This is an optimization exercise on Yosys and OpenROAD, whose aim is a short achievable clock period and few clock cycles, not a production implementation. At most, simulation tests tie the RTL to the original design; equivalence was not proved. No driver is modelled on the clock port, so clocking that relies on it looks cheaper here than on a real chip. Power is estimated from default activity; no workload was simulated.

## pxd_engine
module pxd_engine (
    input  wire        clk,
    input  wire        rst,
    input  wire        start,
    input  wire [71:0] cft,         
    input  wire [15:0] plen,        
    output wire        idle,
    output reg         done,
    output reg  [1:0]  err,         
    output reg  [16:0] out_len,
    input  wire        in_valid,
    input  wire [7:0]  in_data,
    output reg         in_ready,
    output reg         mem_we,
    output reg  [15:0] mem_waddr,
    output reg  [7:0]  mem_wdata,
    output wire        mem_re,
    output wire [15:0] mem_raddr,
    input  wire [7:0]  mem_rdata
);
    localparam E_OK    = 2'd0;
    localparam E_UNDER = 2'd1;
    localparam E_TRUNC = 2'd2;
    localparam E_RANGE = 2'd3;
    localparam K_LIT = 2'd0;    
    localparam K_MEM = 2'd1;    
    localparam K_H0  = 2'd2;    
    localparam K_H1  = 2'd3;    
    localparam P_CMD = 2'd0;
    localparam P_OP  = 2'd1;
    localparam P_SQ2 = 2'd2;
    localparam QD = 16;         
    reg        idle_r;
    assign idle = idle_r;
    reg [71:0] cft_r;
    reg [8:0]  cmatch [0:15];   
    reg [8:0]  lut    [0:15];   
    integer v, i;
    reg       f_hit;
    reg [3:0] f_idx;
    always @(posedge clk) begin
        if (idle_r)
            cft_r <= cft;
        for (v = 0; v < 16; v = v + 1)
            for (i = 0; i < 9; i = i + 1)
                cmatch[v][i] <= (cft_r[8*i +: 8] == v[7:0]);
        for (v = 0; v < 16; v = v + 1) begin
            f_hit = 1'b0;
            f_idx = 4'd0;
            for (i = 8; i >= 0; i = i - 1)
                if (cmatch[v][i]) begin
                    f_hit = 1'b1;
  ...
Size in the first run: ~3800 cells after synthesis, about 930 flip-flops, ~170 I/O pins, roughly 37000 µm² of cells after synthesis.
make LEC_CHECK=0 CAP_MARGIN=20 CORE_MARGIN=2 CORE_UTILIZATION=40 SLEW_MARGIN=20 finish   # period 7.0 ns
run.sh (not shown) runs the stock make flow with config.mk's settings and CLKGATE_MAP_FILE= SYNTH_SCRIPT=/design/flow/synth_recipe.tcl, a recipe that flattens the netlist after the stock synthesis.
==> next run, changes <==
ABC_CLOCK_PERIOD_IN_PS = 2000   (was not set)
SETUP_SLACK_MARGIN = 4.5   (was not set)
=>
- The changed run went through all stages and came out clean
- total power increases by about 1.6%
- core utilization goes up by 4.2 points
- worst hold slack is about the same
- sequential share of layout area falls by 3.5 points
- clock-buffer cell count is lower by 4
- cell area rose by about 9%
- first-iteration DRC count came out lower by about 3%
No functional check of the RTL was part of any run of this note.

== run R ==
Another version of the RTL of pxd_engine (not shown whole).
Size in the first run: about 940 flip-flops, about 170 I/O pins.
Settings: LEC_CHECK=0, ABC_CLOCK_PERIOD_IN_PS=2000, CAP_MARGIN=20, CORE_MARGIN=2, CORE_UTILIZATION=55, CTS_CLUSTER_DIAMETER=120, CTS_CLUSTER_SIZE=30, SETUP_SLACK_MARGIN=5, SLEW_MARGIN=20; clock period 7.0 ns.
standard.sh (not shown) runs the stock make flow with config.mk's settings and CLKGATE_MAP_FILE= SYNTH_SCRIPT=/design/flow/synth_recipe.tcl, a recipe that flattens the netlist after the stock synthesis.
==> flow/flow/run.sh <==
#!/bin/bash
set -e
export POST_CTS_TCL="$(pwd)/flow/rmroot.tcl"
bash standard.sh > standard.log 2>&1
==> flow/flow/rmroot.tcl <==
set rr_block [ord::get_db_block]
set rr_clknet [[$rr_block findBTerm clk] getNet]
set rr_its [$rr_clknet getITerms]
puts "rmroot: clock net [$rr_clknet getName] feeds [llength $rr_its] cell pins"
if {[llength $rr_its] == 1} {
  set rr_root [[lindex $rr_its 0] getInst]
  set rr_master [[$rr_root getMaster] getName]
  set rr_onet [[$rr_root findITerm X] getNet]
  set rr_loads {}
  foreach rr_it [$rr_onet getITerms] {
    if {[$rr_it getInst] != $rr_root} { lappend rr_loads $rr_it }
  }
  puts "rmroot: root [$rr_root getName] ($rr_master) drives [llength $rr_loads] pins"
  if {[string match "sky130_fd_sc_hd__clkbuf_*" $rr_master] && [llength $rr_loads] <= 4 && [llength [$rr_onet getBTerms]] == 0} {
    foreach rr_it $rr_loads {
      $rr_it disconnect
      $rr_it connect $rr_clknet
    }
    [$rr_root findITerm A] disconnect
    odb::dbInst_destroy $rr_root
    odb::dbNet_destroy $rr_onet
    puts "rmroot: root buffer removed; the clock port now feeds [llength [$rr_clknet getITerms]] pins"
  } else {
    puts "rmroot: root buffer kept"
  }
}
estimate_parasitics -placement
report_clock_latency
Run R ended with every stage complete and zero timing, DRC or antenna violations.
Testbench counts of run R, summed over its fixed seeds: cycles 151,315.
## Diff of input files: run A against run R
- a change of CTS_CLUSTER_DIAMETER from 120 to 100
- a change of CORE_UTILIZATION from 55 to 65
Of run A and run R, the higher core utilization belongs to run A.
Tap cell instance count of run A falls short of that of run R by more than 10%.
On run A: worst-case setup margin in the final layout is 0.0091 ns lower than what run R gave.
From run R to run A the numbers moved as follows: first-pass GRT wire length flat; part of the total power dissipated in sequential elements rose by 0.2 points; final period utilization comparable.
On maximum ir drop on the vdd rail, run A does better than run R.
Reported for run A and run R, total stage count of the critical path turned out identical to the last digit.
Compared run A vs run R, and detailed-placement wirelength estimate is down in run A.

== old ==
Starting RTL as in the previous note.
clock: 7.0 ns
lec_check: 0
abc_clock_period_in_ps: 2000
cap_margin: 20
core_margin: 2
core_utilization: 55
cts_cluster_diameter: 100
cts_cluster_size: 30
setup_slack_margin: 5
slew_margin: 20
Scripts as last shown in full above: flow/flow/run.sh, flow/flow/rmroot.tcl
Testbench counts of old, summed over its fixed seeds: cycles 151,315.
[inputs] new vs old
- CTS_CLUSTER_DIAMETER: 100 -> 60
old vs new, critical path launch point: mem_re vs raddr[12]. Any difference in aggregate global-route resource usage between old and new is small enough to ignore. old → new: routed wire length was more or less identical, global routing met1 resource utilization held steady, power moved up. Delta (new minus old): reported net switching power shows an increase of about 20%; met1 wire length shows a reduction of 0.69%; number of clock buffers in the layout shows a reduction of 1.9%. Taking old as the reference, in new via count of the first global-routing pass saw little to no change, met3 track utilization from global routing saw little to no change.

[port drivers added, routing unchanged]
The results above use ideal ports. As a check the final layouts listed here were re-extracted and re-timed, cells and wires unchanged. Step 1 assumes that a clkbuf_16 drives the clock port and a buf_2 every other input. Step 2 adds t to the input delays and takes it off the output delays; t is the mean of the earliest and latest rising clock arrival at the registers after step 1. Input paths then give back, and output paths get back, about the clock's delay inside the block. Three values: ideal, step 1, step 2; two values: the first two.
run | shift t [ns] | setup WS [ns] | worst hold slack (ns) | clock arrival spread, ns | worst register clock-pin slew, ns
the first run of note 1 | 0.740 | 1.814 / 1.814 / 1.814 | 0.326 / 0.326 / 0.326 | 0.029 / 0.029 | 0.06 / 0.06
the second run of note 1 | 0.746 | 2.663 / 2.663 / 2.663 | 0.328 / 0.328 / 0.328 | 0.052 / 0.053 | 0.07 / 0.07
run R | 0.516 | 4.734 / 4.610 / 4.446 | 0.346 / 0.346 / 0.346 | 0.029 / 0.029 | 0.12 / 0.12
run A | 0.516 | 4.725 / 4.601 / 4.372 | 0.347 / 0.347 / 0.347 | 0.032 / 0.033 | 0.11 / 0.11
old | 0.524 | 4.737 / 4.612 / 4.435 | 0.344 / 0.344 / 0.344 | 0.024 / 0.023 | 0.11 / 0.11
new | 0.555 | 4.698 / 4.569 / 4.417 | 0.353 / 0.353 / 0.353 | 0.034 / 0.034 | 0.11 / 0.11
After both steps every run listed still meets setup and hold. For run A, which loses most, drivers alone change the setup slack by -0.124 ns; drivers and shift together by -0.353 ns.
